This is an optimization exercise on Yosys and OpenROAD, whose aim is small area, not a production implementation.
Function was checked by simulation only, so behaviour that the tests miss may differ from the original.
Power is estimated from default activity; no workload was simulated.

==> flow/design.v <==
module mercury_link (
    input  logic        clk,
    input  logic        rst,
    input  logic        bus_en,
    input  logic        bus_we,
    input  logic [5:0]  bus_addr,
    input  logic [31:0] bus_wdata,
    output logic [31:0] bus_rdata,
    input  logic        rx_valid,
    input  logic [7:0]  rx_byte,
    output logic        rx_ready,
    output logic        tx_valid,
    output logic [7:0]  tx_byte,
    input  logic        tx_ready,
    input  logic        tx_err_valid,
    input  logic        tx_err_code,
    input  logic        tick,
    output logic        irq
);
    localparam logic [7:0]  SYNC   = 8'h55;
    localparam logic [20:0] THRESH = 21'd1000000;
    function automatic logic [3:0] size3(input logic [2:0] t);
        case (t)
            3'd1, 3'd3: size3 = 4'd12;
            3'd2, 3'd7: size3 = 4'd5;
            3'd4:       size3 = 4'd4;
            default:    size3 = 4'd0;
        endcase
    endfunction
    localparam logic [2:0] E_TO0 = 3'd4, E_TO1 = 3'd5, E_FAULT = 3'd6;
    logic [1:0]        df_state;
    logic              df_pend;
    logic [2:0]        df_hcnt, df_lcnt;
    logic [2:0][7:0]   df_res;
    logic [7:0]        df_type;
    logic [31:0]       df_len, df_pcnt;
    logic              df_ok;
    logic [11:0][7:0]  df_pay;
    logic              slot_full;
    logic [2:0]        last_t;
    logic [2:0][7:0]   last_res;
    logic [11:0][7:0]  last_pay;
    logic              tx_active;
    logic [2:0]        tx_t;
    logic [11:0][7:0]  tx_pay;
    logic [4:0]        tx_idx;
    logic              tx_esc;
    logic [3:0]        tx_ecnt;
    logic [7:0]        r_live, r_exp, r_kind;
    logic [7:0][31:0]  r_id, r_cnt;
    logic [7:0][7:0]   r_old;       
    logic [2:0]        q_head;
    logic [3:0]        q_n;
    logic [7:0][2:0]   q_c;
    logic [7:0]        q_f;
    logic [7:0][31:0]  q_w0, q_w1, q_w2;
    logic              sch_active;
    logic [2:0]        sch_t;
    logic [11:0][7:0]  sch_pay;
    logic [31:0]       sch_timeout;
    logic [19:0]       sch_rate, sch_acc;
    logic              tick_pend;
    logic              fault_pend, fault_code;
    logic              irq_en;
    logic [31:0]       arg_timeout, arg_rate;
    logic [11:0][7:0]  arg_pay;
    logic [3:0]        res_op, res_code;
    logic [7:0]        reg_sel;
    logic [11:0][31:0] cnt;
    function automatic logic older(input logic [7:0][7:0] o, input int i, input int j);
        older = (i < j) ? o[i][j] : !o[j][i];
    endfunction
    logic [7:0] tx_raw;
    always_comb begin
        case (tx_idx)
            5'd0:  tx_raw = SYNC;
            5'd1:  tx_raw = 8'hDE;
            5'd2:  tx_raw = 8'hAD;
            5'd3:  tx_raw = 8'hBE;
            5'd4:  tx_raw = {5'b0, tx_t};
            5'd8:  tx_raw = {4'b0, size3(tx_t)};
            5'd9:  tx_raw = tx_pay[0];
            5'd10: tx_raw = tx_pay[1];
            5'd11: tx_raw = tx_pay[2];
            5'd12: tx_raw = tx_pay[3];
            5'd13: tx_raw = tx_pay[4];
            5'd14: tx_raw = tx_pay[5];
            5'd15: tx_raw = tx_pay[6];
            5'd16: tx_raw = tx_pay[7];
            5'd17: tx_raw = tx_pay[8];
            5'd18: tx_raw = tx_pay[9];
            5'd19: tx_raw = tx_pay[10];
            5'd20: tx_raw = tx_pay[11];
            default: tx_raw = 8'h00;
        endcase
    end
    logic [7:0]      r_sel_hit;
    logic [3:0]      r_n, r_nexp;
    always_comb begin
        r_n = '0; r_nexp = '0;
        for (int s = 0; s < 8; s++) begin
            r_n = r_n + 4'(r_live[s]);
            r_nexp = r_nexp + 4'(r_live[s] & r_exp[s]);
        end
        for (int s = 0; s < 8; s++) begin
            logic [2:0] rank;
            rank = '0;
            for (int j = 0; j < 8; j++)
                if (j != s) rank = rank + 3'(r_live[j] & older(r_old, j, s));
            r_sel_hit[s] = r_live[s] && (reg_sel[7:3] == 5'd0) && (rank == reg_sel[2:0]);
        end
    end
    logic [2:0]  h_c;
    logic        h_f;
    logic [31:0] h_w0, h_w1, h_w2;
    logic        h_any, h_resp, h_t3, h_to, h_fault;
    always_comb begin
        h_c = q_c[q_head]; h_f = q_f[q_head];
        h_w0 = q_w0[q_head]; h_w1 = q_w1[q_head]; h_w2 = q_w2[q_head];
        h_any = (q_n != 4'd0);
        h_resp = (h_c == 3'd2) || (h_c == 3'd3) || (h_c == 3'd7);
        h_t3 = (h_c == 3'd3);
        h_to = (h_c == E_TO0) || (h_c == E_TO1);
        h_fault = (h_c == E_FAULT);
    end
    logic [31:0] last_w0, last_w1, last_w2;
    logic [3:0]  last_sz;
    always_comb begin
        last_sz = size3(last_t);
        last_w0 = {last_pay[0], last_pay[1], last_pay[2], last_pay[3]};
        last_w1 = {last_pay[4], (last_sz > 4'd5) ? {last_pay[5], last_pay[6], last_pay[7]} : 24'h0};
        if (last_sz == 4'd4) last_w1[31:24] = 8'h00;
        last_w2 = (last_sz > 4'd5) ? {last_pay[8], last_pay[9], last_pay[10], last_pay[11]} : 32'h0;
        if (last_sz == 4'd0) last_w0 = 32'h0;
        if (last_sz == 4'd0) last_w1 = 32'h0;
    end
    logic [31:0] rd_val;
    always_comb begin
        rd_val = 32'h0;
        case (bus_addr)
            6'd0:  rd_val = {31'b0, irq_en};
            6'd1:  rd_val = {21'b0, irq_en && h_any, fault_code, fault_pend, tick_pend,
                             sch_active, tx_esc, tx_active, slot_full, df_pend, df_state};
            6'd3:  rd_val = {20'b0, res_op, 4'b0, res_code};
            6'd4:  rd_val = arg_timeout;
            6'd5:  rd_val = arg_rate;
            6'd6:  rd_val = {arg_pay[0], arg_pay[1], arg_pay[2], arg_pay[3]};
            6'd7:  rd_val = {arg_pay[4], arg_pay[5], arg_pay[6], arg_pay[7]};
            6'd8:  rd_val = {arg_pay[8], arg_pay[9], arg_pay[10], arg_pay[11]};
            6'd9:  rd_val = {13'b0, tx_t, 3'b0, tx_idx, 4'b0, tx_ecnt};
            6'd10: rd_val = {16'b0, df_type, 1'b0, df_lcnt, 1'b0, df_hcnt};
            6'd11: rd_val = df_len;
            6'd12: rd_val = df_pcnt;
            6'd13: rd_val = {last_res[0], last_res[1], last_res[2], 5'b0, last_t};
            6'd14: rd_val = last_w0;
            6'd15: rd_val = last_w1;
            6'd16: rd_val = last_w2;
            6'd17: rd_val = {28'b0, q_n};
            6'd18: rd_val = h_any ? {22'b0, (h_c == 3'd2) || (h_c == E_TO1), h_resp & h_f,
                                     h_to | h_fault, 4'b0, h_fault ? 3'd1 : h_to ? 3'd0 : h_c} : 32'h0;
            6'd19: rd_val = (h_any && (h_resp || h_to)) ? h_w0 : 32'h0;
            6'd20: rd_val = (h_any && h_resp) ? h_w0 : (h_any && h_fault) ? {31'b0, h_f} : 32'h0;
            6'd21: rd_val = (h_any && h_resp) ? {h_w1[31:24], h_t3 ? h_w1[23:0] : 24'h0} : 32'h0;
            6'd22: rd_val = (h_any && h_t3) ? h_w2 : 32'h0;
            6'd23: rd_val = {23'b0, (sch_t == 3'd1) || (sch_t == 3'd2), 5'b0, sch_t};
            6'd24: rd_val = {12'b0, sch_rate};
            6'd25: rd_val = {12'b0, sch_acc};
            6'd26: rd_val = sch_timeout;
            6'd27: rd_val = {12'b0, r_nexp, 12'b0, r_n};
            6'd28: rd_val = {24'b0, reg_sel};
            6'd29: for (int s = 0; s < 8; s++) if (r_sel_hit[s]) rd_val = {29'b0, r_exp[s], r_kind[s], 1'b1};
            6'd30: for (int s = 0; s < 8; s++) if (r_sel_hit[s]) rd_val = r_id[s];
            6'd31: for (int s = 0; s < 8; s++) if (r_sel_hit[s]) rd_val = r_cnt[s];
            6'd32: rd_val = cnt[0];
            6'd33: rd_val = cnt[1];
            6'd34: rd_val = cnt[2];
            6'd35: rd_val = cnt[3];
            6'd36: rd_val = cnt[4];
            6'd37: rd_val = cnt[5];
            6'd38: rd_val = cnt[6];
            6'd39: rd_val = cnt[7];
            6'd40: rd_val = cnt[8];
            6'd41: rd_val = cnt[9];
            6'd42: rd_val = cnt[10];
            6'd43: rd_val = cnt[11];
            default: rd_val = 32'h0;
        endcase
    end
    always_comb begin
        if (rst) begin
            bus_rdata = 32'h0;
            rx_ready  = 1'b0;
            tx_valid  = 1'b0;
            tx_byte   = 8'h00;
            irq       = 1'b0;
        end else begin
            bus_rdata = (bus_en && !bus_we) ? rd_val : 32'h0;
            rx_ready  = !slot_full;
            tx_valid  = tx_active;
            tx_byte   = tx_active ? (tx_esc ? SYNC : tx_raw) : 8'h00;
            irq       = irq_en && h_any;
        end
    end
    logic [7:0]       dec_en, exp1;
    logic [7:0][31:0] cnt1;
    logic [20:0]      acc_sum, acc_sub;
    logic             sch_fire;
    logic [19:0]      acc1;
    logic             tick_pend1;
    always_comb begin
        for (int s = 0; s < 8; s++) begin
            dec_en[s] = tick && r_live[s] && !r_exp[s];
            cnt1[s] = dec_en[s] ? r_cnt[s] - 32'd1 : r_cnt[s];
            exp1[s] = r_exp[s] || (dec_en[s] && (r_cnt[s] == 32'd1));
        end
        acc_sum = {1'b0, sch_acc} + {1'b0, sch_rate};
        acc_sub = acc_sum - THRESH;
        sch_fire = tick && sch_active && (acc_sum >= THRESH);
        acc1 = (tick && sch_active) ? (sch_fire ? acc_sub[19:0] : acc_sum[19:0]) : sch_acc;
        tick_pend1 = tick_pend || sch_fire;
    end
    logic       tx_adv, tx_step, tx_setesc, tx_done;
    logic [4:0] tx_idx_inc;
    always_comb begin
        tx_adv = tx_active && tx_ready;
        tx_setesc = tx_adv && !tx_esc && (tx_idx != 5'd0) && (tx_raw == SYNC);
        tx_step = tx_adv && !tx_setesc;
        tx_idx_inc = tx_idx + 5'd1;
        tx_done = tx_step && (tx_idx_inc == 5'd9 + 5'(size3(tx_t)));
    end
    logic        wr, cmd, wf, enc, ty_req;
    logic [3:0]  op;
    logic [7:0]  ty;
    logic        rate_zero, rate_big, full;
    logic        send_ok, sstart_ok, sadj_ok, sstop, pop, clr;
    logic [3:0]  code;
    logic        tx_active2;
    always_comb begin
        wr = bus_en && bus_we;
        cmd = wr && (bus_addr == 6'd2);
        op = bus_wdata[3:0];
        ty = bus_wdata[15:8];
        wf = (bus_wdata[31:16] == 16'h0) && (bus_wdata[7:4] == 4'h0) && (op <= 4'h6) &&
             ((ty == 8'h0) || (op == 4'h1) || (op == 4'h2));
        enc = (ty == 8'd1) || (ty == 8'd2) || (ty == 8'd3) || (ty == 8'd4) || (ty == 8'd7);
        ty_req = (ty == 8'd1) || (ty == 8'd4);
        rate_zero = (arg_rate == 32'd0);
        rate_big = (arg_rate > 32'd1000000);
        full = &r_live;
        tx_active2 = tx_active && !tx_done;
        send_ok = 1'b0; sstart_ok = 1'b0; sadj_ok = 1'b0; sstop = 1'b0; pop = 1'b0; clr = 1'b0;
        code = 4'd0;
        if (!wf) code = 4'd1;
        else case (op)
            4'h1: begin
                if (!enc) code = 4'd2;
                else if (tx_active2 || tick_pend1) code = 4'd3;
                else if (ty_req && full) code = 4'd4;
                else send_ok = 1'b1;
            end
            4'h2: begin
                if (!enc) code = 4'd2;
                else if (rate_zero) code = 4'd5;
                else if (rate_big) code = 4'd6;
                else sstart_ok = 1'b1;
            end
            4'h3: begin
                if (!sch_active) code = 4'd7;
                else if (rate_zero) code = 4'd5;
                else if (rate_big) code = 4'd6;
                else sadj_ok = 1'b1;
            end
            4'h4: sstop = 1'b1;
            4'h5: begin
                if (q_n == 4'd0) code = 4'd8;
                else pop = 1'b1;
            end
            4'h6: clr = 1'b1;
            default: ;
        endcase
        send_ok = send_ok && cmd; sstart_ok = sstart_ok && cmd; sadj_ok = sadj_ok && cmd;
        sstop = sstop && cmd; pop = pop && cmd; clr = clr && cmd;
    end
    logic        tick_pend3, tx_active3, svc, s_req, svc_ok, skip, tick_pend4;
    logic        tx_start, append, new_kind;
    logic [31:0] new_id, new_to;
    always_comb begin
        tick_pend3 = (sstart_ok || sstop) ? 1'b0 : tick_pend1;
        tx_active3 = tx_active2 || send_ok;
        svc = tick_pend3 && !tx_active3;
        s_req = (sch_t == 3'd1) || (sch_t == 3'd4);
        skip = svc && s_req && full;
        svc_ok = svc && !(s_req && full);
        tick_pend4 = svc ? 1'b0 : tick_pend3;
        tx_start = send_ok || svc_ok;
        append = (send_ok && ty_req) || (svc_ok && s_req);
        new_kind = send_ok ? (ty == 8'd1) : (sch_t == 3'd1);
        new_id = send_ok ? {arg_pay[0], arg_pay[1], arg_pay[2], arg_pay[3]}
                         : {sch_pay[0], sch_pay[1], sch_pay[2], sch_pay[3]};
        new_to = send_ok ? arg_timeout : sch_timeout;
    end
    logic [7:0]       app, free_seen;
    logic [7:0]       live_m, exp_m, kind_m;
    logic [7:0][31:0] id_m, cnt_m;
    always_comb begin
        free_seen = '0;
        for (int s = 0; s < 8; s++) begin
            app[s] = append && !r_live[s] && ((s == 0) ? 1'b1 : !free_seen[(s > 0) ? s - 1 : 0]);
            free_seen[s] = ((s == 0) ? 1'b0 : free_seen[(s > 0) ? s - 1 : 0]) || !r_live[s];
        end
        for (int s = 0; s < 8; s++) begin
            live_m[s] = r_live[s] || app[s];
            exp_m[s]  = app[s] ? (new_to == 32'd0) : exp1[s];
            kind_m[s] = app[s] ? new_kind : r_kind[s];
            id_m[s]   = app[s] ? new_id : r_id[s];
            cnt_m[s]  = app[s] ? new_to : cnt1[s];
        end
    end
    logic              rx_step, is_sync, start, acc_b, complete, emit;
    logic [1:0]        n_df_state;
    logic              n_df_pend;
    logic [2:0]        n_df_hcnt, n_df_lcnt;
    logic [2:0][7:0]   n_df_res;
    logic [7:0]        n_df_type;
    logic [31:0]       n_df_len, n_df_pcnt;
    logic              n_df_ok;
    logic [11:0][7:0]  n_df_pay;
    logic              inc_sync, inc_type, inc_mallen, inc_len, inc_rx;
    logic              len_ok;
    logic [31:0]       len_sh, pcnt_inc;
    always_comb begin
        rx_step = rx_valid && !slot_full;
        is_sync = (rx_byte == SYNC);
        n_df_state = df_state; n_df_pend = df_pend; n_df_hcnt = df_hcnt; n_df_lcnt = df_lcnt;
        n_df_res = df_res; n_df_type = df_type; n_df_len = df_len; n_df_pcnt = df_pcnt;
        n_df_ok = df_ok; n_df_pay = df_pay;
        start = 1'b0; acc_b = 1'b0; complete = 1'b0; emit = 1'b0;
        inc_sync = 1'b0; inc_type = 1'b0; inc_mallen = 1'b0; inc_len = 1'b0; inc_rx = 1'b0;
        len_sh = {df_len[23:0], rx_byte};
        len_ok = (df_type[7:3] == 5'd0) && (size3(df_type[2:0]) != 4'd0) &&
                 (df_type[2:0] != 3'd5) && (df_type[2:0] != 3'd6) &&
                 (len_sh == 32'(size3(df_type[2:0])));
        pcnt_inc = df_pcnt + 32'd1;
        if (rx_step) begin
            if (df_state == 2'd0) begin
                if (is_sync) n_df_pend = !df_pend;
                else if (df_pend) start = 1'b1;
            end else begin
                if (is_sync && !df_pend) n_df_pend = 1'b1;
                else if (!is_sync && df_pend) begin inc_sync = 1'b1; start = 1'b1; end
                else begin acc_b = 1'b1; n_df_pend = 1'b0; end
            end
            if (acc_b) begin
                case (df_state)
                    2'd1: begin
                        if (df_hcnt[1:0] != 2'd3) begin
                            if (df_hcnt[1:0] == 2'd1) n_df_res[1] = rx_byte;
                            else n_df_res[2] = rx_byte;
                            n_df_hcnt = df_hcnt + 3'd1;
                        end else begin
                            n_df_type = rx_byte;
                            n_df_hcnt = 3'd4;
                            if (rx_byte == 8'd0 || rx_byte > 8'd7) begin
                                inc_type = 1'b1;
                                n_df_state = 2'd0;
                            end else begin
                                n_df_state = 2'd2;
                            end
                        end
                    end
                    2'd2: begin
                        n_df_len = len_sh;
                        n_df_lcnt = df_lcnt + 3'd1;
                        if (df_lcnt == 3'd3) begin
                            n_df_ok = len_ok;
                            if (!len_ok) inc_mallen = 1'b1;
                            if (len_sh == 32'd0) complete = 1'b1;
                            else n_df_state = 2'd3;
                        end
                    end
                    default: begin
                        for (int i = 0; i < 12; i++)
                            if (df_pcnt == 32'(i)) n_df_pay[i] = rx_byte;
                        n_df_pcnt = pcnt_inc;
                        if (pcnt_inc == df_len) complete = 1'b1;
                    end
                endcase
            end
            if (complete) begin
                if (df_state == 2'd3 && df_ok) begin emit = 1'b1; inc_rx = 1'b1; end
                else inc_len = 1'b1;
                n_df_state = 2'd0;
            end
            if (start) begin
                n_df_state = 2'd1; n_df_pend = 1'b0;
                n_df_res[0] = rx_byte;
                n_df_hcnt = 3'd1; n_df_type = 8'h00; n_df_lcnt = 3'd0;
                n_df_len = 32'd0; n_df_pcnt = 32'd0;
            end
        end
    end
    logic              slot5;
    logic [2:0]        last_t5;
    logic [11:0][7:0]  last_pay5;
    logic [2:0][7:0]   last_res5;
    always_comb begin
        slot5 = slot_full || emit;
        last_t5 = emit ? n_df_type[2:0] : last_t;
        last_pay5 = emit ? n_df_pay : last_pay;
        last_res5 = emit ? n_df_res : last_res;
    end
    logic        s_resp, disp, drop, rkind, found6, slot6;
    logic [31:0] rid;
    logic [7:0]  m6, f6, live6;
    logic [3:0]  qn3;
    always_comb begin
        s_resp = (last_t5 == 3'd2) || (last_t5 == 3'd3) || (last_t5 == 3'd7);
        qn3 = q_n - 4'(pop);
        disp = slot5 && s_resp && (qn3 != 4'd8);
        drop = slot5 && !s_resp;
        slot6 = slot5 && !(disp || drop);
        rkind = (last_t5 == 3'd2);
        rid = {last_pay5[0], last_pay5[1], last_pay5[2], last_pay5[3]};
        for (int s = 0; s < 8; s++)
            m6[s] = live_m[s] && !exp_m[s] && (kind_m[s] == rkind) && (id_m[s] == rid);
        for (int s = 0; s < 8; s++) begin
            logic blk;
            blk = 1'b0;
            for (int j = 0; j < 8; j++)
                if (j != s) blk = blk | (m6[j] & older(r_old, j, s) & !app[j]) | (m6[j] & app[s]);
            f6[s] = disp && m6[s] && !blk;
        end
        found6 = |m6;
        live6 = live_m & ~f6;
    end
    logic fault_pend7, fault_code7;
    always_comb begin
        fault_pend7 = fault_pend || tx_err_valid;
        fault_code7 = (!fault_pend && tx_err_valid) ? tx_err_code : fault_code;
    end
    logic [3:0]  qn6, qn8;
    logic [7:0]  e8, f8;
    logic        push8, pushf;
    logic [31:0] id8;
    logic        kind8;
    always_comb begin
        qn6 = qn3 + 4'(disp);
        e8 = live6 & exp_m;
        for (int s = 0; s < 8; s++) begin
            logic blk;
            blk = 1'b0;
            for (int j = 0; j < 8; j++)
                if (j != s) blk = blk | (e8[j] & older(r_old, j, s) & !app[j]) | (e8[j] & app[s]);
            f8[s] = (qn6 != 4'd8) && e8[s] && !blk;
        end
        push8 = |f8;
        id8 = '0; kind8 = 1'b0;
        for (int s = 0; s < 8; s++)
            if (f8[s]) begin id8 = id8 | id_m[s]; kind8 = kind8 | kind_m[s]; end
        qn8 = qn6 + 4'(push8);
        pushf = fault_pend7 && (qn8 != 4'd8);
    end
    logic [2:0]  tail0, tail1, tail2;
    always_comb begin
        tail0 = q_head + q_n[2:0];
        tail1 = tail0 + 3'(disp);
        tail2 = tail1 + 3'(push8);
    end
    logic [11:0] cinc;
    always_comb begin
        cinc[0] = inc_rx;
        cinc[1] = inc_sync;
        cinc[2] = inc_type;
        cinc[3] = inc_len;
        cinc[4] = inc_mallen;
        cinc[5] = drop;
        cinc[6] = disp && !found6;
        cinc[7] = push8;
        cinc[8] = tx_err_valid;
        cinc[9] = tx_done && !clr;
        cinc[10] = skip;
        cinc[11] = tick && sch_active && sch_fire && tick_pend && !clr;
    end
    always_ff @(posedge clk) begin
        r_exp <= exp_m;
        r_kind <= kind_m;
        r_id <= id_m;
        r_cnt <= cnt_m;
        for (int i = 0; i < 8; i++)
            for (int j = i + 1; j < 8; j++)
                if (app[i]) r_old[i][j] <= 1'b0;
                else if (app[j]) r_old[i][j] <= 1'b1;
    end
    always_ff @(posedge clk) begin
        for (int k = 0; k < 8; k++) begin
            if (disp && tail0 == 3'(k)) begin
                q_c[k] <= last_t5; q_f[k] <= found6; q_w0[k] <= rid;
                q_w1[k] <= {last_pay5[4], last_pay5[5], last_pay5[6], last_pay5[7]};
                q_w2[k] <= {last_pay5[8], last_pay5[9], last_pay5[10], last_pay5[11]};
            end else if (push8 && tail1 == 3'(k)) begin
                q_c[k] <= kind8 ? E_TO1 : E_TO0; q_w0[k] <= id8;
            end else if (pushf && tail2 == 3'(k)) begin
                q_c[k] <= E_FAULT; q_f[k] <= fault_code7;
            end
        end
    end
    always_ff @(posedge clk) begin
        df_res <= n_df_res;
        df_pay <= n_df_pay;
        df_ok <= n_df_ok;
        last_pay <= last_pay5;
        if (tx_start) begin
            tx_pay <= send_ok ? arg_pay : sch_pay;
        end
        if (sstart_ok) sch_pay <= arg_pay;
    end
    always_ff @(posedge clk) begin
        if (rst) begin
            df_state <= '0; df_pend <= 1'b0; df_hcnt <= '0; df_lcnt <= '0;
            df_type <= '0; df_len <= '0; df_pcnt <= '0;
            slot_full <= 1'b0; last_t <= '0; last_res <= '0;
            tx_active <= 1'b0; tx_t <= '0; tx_idx <= '0; tx_esc <= 1'b0; tx_ecnt <= '0;
            r_live <= '0;
            q_head <= '0; q_n <= '0;
            sch_active <= 1'b0; sch_t <= '0; sch_timeout <= '0; sch_rate <= '0; sch_acc <= '0;
            tick_pend <= 1'b0;
            fault_pend <= 1'b0; fault_code <= 1'b0;
            irq_en <= 1'b0; arg_timeout <= '0; arg_rate <= '0; arg_pay <= '0;
            res_op <= '0; res_code <= '0; reg_sel <= '0;
            cnt <= '0;
        end else begin
            df_state <= n_df_state; df_pend <= n_df_pend; df_hcnt <= n_df_hcnt; df_lcnt <= n_df_lcnt;
            df_type <= n_df_type; df_len <= n_df_len; df_pcnt <= n_df_pcnt;
            slot_full <= slot6; last_t <= last_t5; last_res <= last_res5;
            if (tx_start) begin
                tx_active <= 1'b1;
                tx_t <= send_ok ? ty[2:0] : sch_t;
                tx_idx <= 5'd0; tx_esc <= 1'b0; tx_ecnt <= 4'd0;
            end else begin
                tx_active <= tx_active2;
                if (tx_setesc) begin tx_esc <= 1'b1; tx_ecnt <= tx_ecnt + 4'd1; end
                else if (tx_step) begin tx_esc <= 1'b0; tx_idx <= tx_idx_inc; end
            end
            r_live <= live6 & ~f8;
            q_head <= q_head + 3'(pop);
            q_n <= qn8 + 4'(pushf);
            if (sstart_ok) begin
                sch_t <= ty[2:0]; sch_timeout <= arg_timeout;
            end
            if (sstart_ok || sadj_ok) sch_rate <= arg_rate[19:0];
            sch_active <= sstart_ok ? 1'b1 : sstop ? 1'b0 : sch_active;
            sch_acc <= (sstart_ok || sstop) ? 20'd0 : acc1;
            tick_pend <= tick_pend4;
            fault_pend <= fault_pend7 && !pushf;
            fault_code <= fault_code7;
            if (wr) begin
                case (bus_addr)
                    6'd0: irq_en <= bus_wdata[0];
                    6'd4: arg_timeout <= bus_wdata;
                    6'd5: arg_rate <= bus_wdata;
                    6'd6: begin arg_pay[0] <= bus_wdata[31:24]; arg_pay[1] <= bus_wdata[23:16];
                                arg_pay[2] <= bus_wdata[15:8];  arg_pay[3] <= bus_wdata[7:0]; end
                    6'd7: begin arg_pay[4] <= bus_wdata[31:24]; arg_pay[5] <= bus_wdata[23:16];
                                arg_pay[6] <= bus_wdata[15:8];  arg_pay[7] <= bus_wdata[7:0]; end
                    6'd8: begin arg_pay[8] <= bus_wdata[31:24]; arg_pay[9] <= bus_wdata[23:16];
                                arg_pay[10] <= bus_wdata[15:8]; arg_pay[11] <= bus_wdata[7:0]; end
                    6'd28: reg_sel <= bus_wdata[7:0];
                    default: ;
                endcase
            end
            if (cmd) begin res_op <= op; res_code <= code; end
            for (int c = 0; c < 12; c++)
                cnt[c] <= (clr ? 32'd0 : cnt[c]) + 32'(cinc[c]);
        end
    end
endmodule
==> flow/run.sh <==
#!/bin/bash
# synth_recipe.tcl (not shown) runs the flow's synth.tcl, then flattens the netlist and writes it again
# the make line also repeats each setting of config.mk as NAME=value (left out here)
make -C /OpenROAD-flow-scripts/flow DESIGN_CONFIG=/design/flow/config.mk WORK_HOME=/design/flow/orfs CLKGATE_MAP_FILE= SYNTH_SCRIPT=/design/flow/synth_recipe.tcl finish
==> flow/config.mk <==
export PLATFORM = sky130hd
export DESIGN_NAME = mercury_link
export DESIGN_NICKNAME = mercury_link
export VERILOG_FILES = /design/flow/design.v
export SDC_FILE = /design/flow/constraint.sdc
export NUM_CORES = 8
export LEC_CHECK = 0
export CAP_MARGIN = 20
export CORE_MARGIN = 2
export CORE_UTILIZATION = 30
export SLEW_MARGIN = 20
==> flow/constraint.sdc <==
create_clock -name core_clock -period 25.0 [get_ports {clk}]
set_input_delay 5.0000 -clock core_clock [delete_from_list [all_inputs] [get_ports {clk}]]
set_output_delay 5.0000 -clock core_clock [all_outputs]
set_load 0.01 [all_outputs]
==> flow_metrics.tcl <==
set metrics [dict create \
    status "complete, no violations" \
    r2r_cells 32 \
    grt_pass1_vias 116700 \
    core_region_area_mm2 0.4460 \
    avgRoutedWirePerCell_um 43.49 \
    synth-compound-area-share_pct 16.91 \
    critPathBufInv 8 \
    r2r_slack_ns 11.79 \
    synth_top_family_by_area "simple AND/OR/NAND/NOR gates" \
    fin_util_pct 34.90 \
    cp_slowest_cell "a222oi_1" \
    relSlewSlack_pct 6.432 \
    port_buffers 97 \
    wl_met1_mm 340.2 \
    syn_area_mm2 0.1345 \
    via_per_inst 6.305 \
    synthAdderAreaFrac_pct 1.583 \
    grt_max_degree 170 \
    insertion_delay_ns 1.03 \
    crit_arrival_ns 17.81 \
    hold_buffers 0 \
    drt_wl_total_mm 889.2 \
    ir_drop_mv 0.06059 \
    grt_antenna_before_repair 131 \
    overflow 0 \
    nNetsFinal 14390 \
    drtAntennaViolNets 0 \
    cts.sinks 2543 \
    grt_pass1_wl_mm 1152 \
    drc 0 \
    synth-edff-count 1249 \
    drv_slew 0 \
    setup_viol 0 \
    period_share_pct 67.79 \
    htree_levels 5 \
    vias 128900 \
    die_y_um 673.6 \
    area_growth_pct 15.72 \
    cts_tree "built" \
    syn_inst 14160 \
    critPathKind "in -> reg" \
    whs_path_depth 2 \
    cpPeakStageDelay_ns 1.09 \
    p_per_area_mw_per_mm2 58.63 \
    first_pass_iters 10 \
    seq_area_frac_synth_pct 47.14 \
    dp.final_hpwl_mm 677.9 \
    cp_top_family "simple AND/OR/NAND/NOR gates" \
    syn-num-nets 14360 \
    hold_viol_final 0 \
    die-width_um 673.6 \
    cts_resized 0 \
    synth_ff_type "dfxtp_1" \
    initial_core_util_pct 30.16 \
    clk_pin_slew_ns 0.06 \
    critPathCaptureType "flop" \
    drive_above_1_share_pct 12.77 \
    async_flop_share_pct 0 \
    path_max_fanout 73 \
    min_from "df_res[3]" \
    synthSimpleGateAreaFrac_pct 17.50 \
    dieArea_mm2 0.4538 \
    path_common_cell "nor2_1" \
    pin_count 98 \
    ys_warn_count 1 \
    routed-wl-met3_mm 107.4 \
    setup_tns_ns 0 \
    required_ns 25.86 \
    synthXorXnorAreaFrac_pct 5.037 \
    numCtsBuffers 307 \
    power_leakage_uw 0.05479 \
    yosys-mux-area-fraction_pct 7.853 \
    clock_path_buffers 4 \
    finalCriticalPeriod_ns 16.95 \
    hold_class "reg -> reg" \
    place_congestion 1.140 \
    rr_endpoint "cnt[223]" \
    worstMarginPinSlew_ns 1.393 \
    routed.top_layer "met5" \
    root_buffer "clkbuf_16" \
    min_to "df_res[3]" \
    critPathLaunchType "input port" \
    max_cap_violations 0 \
    ys_ff_latch 2543 \
    rsz0062_at_grt "false" \
    fin_worst_skew_ns 0.08873 \
    cts_setup_buffers 0 \
    drtIter0Drc 21710 \
    timing.fmax_mhz 59.01 \
    dr_wl_met2_mm 357.1 \
    groute.usage.overall_pct 37.82 \
    r2r_start "df_pcnt[0]" \
    rows 245 \
    syn_avg_cell_area_um2 9.503 \
    ys_types 118 \
]
==> sequential cells by signal, summed over array words and instances, names as in the netlist, 96 cells and up <==
signal    count
last_pay     96
arg_pay      96
cnt         384
r_cnt       256
df_pay       96
sch_pay      96
q_w0        256
q_w2        256
q_w1        256
r_id        256
tx_pay       96
==> power breakdown <==
part / total [uW] / switching [uW] / internal [uW] / leakage (uW)
clock network: 4640 / 1980 / 2650 / 0.00498
logic: 147 / 115 / 32.0 / 0.0267
registers: 4340 / 5.36 / 4340 / 0.0232
==> final cells by class <==
type	count	area (um2)
fill	45470	290400
multi-input combinational	10230	67160
sequential	2543	63440
clock buffer	419	8678
tap	5928	7417
timing repair buffer	722	5816
inverter	389	1493
clock inverter	141	1454
antenna	79	197.7
==> worst reg2reg max path, delay by kind of cell, from the launching register on <==
family,cells,cell delay [ns]
flip-flops,1,0.85
adder cells (fa/ha/maj),2,0.80
AO/OA/AOI/OAI,8,3.09
buffers and inverters,5,2.27
XOR/XNOR,1,0.16
AND/OR/NAND/NOR,16,5.89
==> synth_stat cells, types with 34 or more instances <==
master	count	share of area (%)
o21a_1	34	0.19
o22ai_1	139	0.65
xnor2_1	319	2.1
dfxtp_1	1294	19
o221ai_1	44	0.29
mux2_2	153	1.3
o21ai_0	682	2.5
or2_2	49	0.23
o31ai_1	47	0.26
edfxtp_1	1249	28
buf_2	72	0.27
a222oi_1	47	0.35
nor3_1	251	0.93
inv_1	361	1.0
clkbuf_1	799	2.2
and4_1	35	0.23
o211ai_1	174	0.97
a22oi_1	269	1.5
a221oi_1	173	1.1
nand2_1	1847	5.2
and3_1	109	0.51
and2_1	97	0.45
nor2_1	1420	4.0
a31oi_1	48	0.22
a21o_1	41	0.23
nand4_1	262	1.2
a2111oi_0	41	0.27
nor4_1	184	0.86
nor2b_1	92	0.43
a211oi_1	84	0.47
a21oi_1	1042	3.9
or3_1	107	0.50
o311ai_0	75	0.49
mux2i_1	397	3.0
ha_1	103	0.96
or4_1	72	0.40
o2111ai_1	47	0.31
buf_1	112	0.31
mux4_2	201	3.4
a22o_1	157	1.0
xor2_1	452	2.9
nand2b_1	88	0.41
fa_1	42	0.63
nand3_1	312	1.2
==> placed cells by master, fill, tap and decap left out, drive strengths merged, types with 256 or more instances in the layout <==
| master | n |
|---|---|
| nand2 | 1849 |
| nor2 | 1423 |
| dfxtp | 1294 |
| edfxtp | 1249 |
| a21oi | 1043 |
| o21ai | 704 |
| buf | 626 |
| xor2 | 452 |
| clkbuf | 419 |
| mux2i | 416 |
| inv | 395 |
| xnor2 | 319 |
| nand3 | 312 |
| a22oi | 269 |
| nand4 | 263 |
| nor3 | 256 |
==> through the flow <==
stage                     total power, uW  cell area (um2)  setup slack, ns  hold WS (ns)  instances
after global routing                 9306           155500            8.066        0.4780      20380
after CTS                            9141           155200            8.625        0.4484      20360
after global placement               4571           145000            6.779        0.4332      19800
after detailed placement             4570           145100            7.618        0.4373      19800
final                                9127           155700            8.054        0.4518      20450
after floorplan                      4489           134500            9.247        0.4189      14160
==> worst max path at each step <==
stage / start / endpoint / depth (start not counted)
after global placement: rx_byte[2] / cnt[223] / 34
final: rx_byte[2] / cnt[223] / 36
after CTS: rx_byte[2] / cnt[223] / 35
after global routing: rx_byte[2] / cnt[223] / 36
after detailed placement: rx_byte[2] / cnt[223] / 35
after floorplan: bus_wdata[12] / q_c[12] / 28
==> per-layer routing <==
| layer | vias to the layer above | track usage, % |
|---|---|---|
| met5 | - | 0.5102 |
| met4 | 60 | 28.86 |
| met3 | 2590 | 13.40 |
| met2 | 9421 | 53.09 |
| met1 | 64490 | 47.15 |
| li1 | 52380 | - |
==> kinds of logic after synthesis <==
logic type | Yosys count
buf+inv | 1384
compound gates | 3460
flops | 2543
mux | 770
fa+ha+maj | 145
xor+xnor | 772
simple gates | 5081

## afterwards: timing with drivers on the ports
No port has a modelled driver above. Below, the same layout with a new extraction and two added sets of constraints. Step 1 assumes that a clkbuf_16 drives the clock port and a buf_2 every other input. Step 2, shift: input delay + t, output delay - t, t = (earliest + latest rising clock arrival at the registers) / 2. This alone moves slack from input paths to output paths. Three values: ideal ports, drivers, drivers and shift; two values: the first two.
t (ns): 1.115
slack for setup (ns): 8.054 / 8.157 / 7.043
worst setup path at the end: input to register
After both steps setup and hold are still met in this run. The setup slack of this run moves by +0.103 ns with the drivers and by -1.011 ns with both steps.
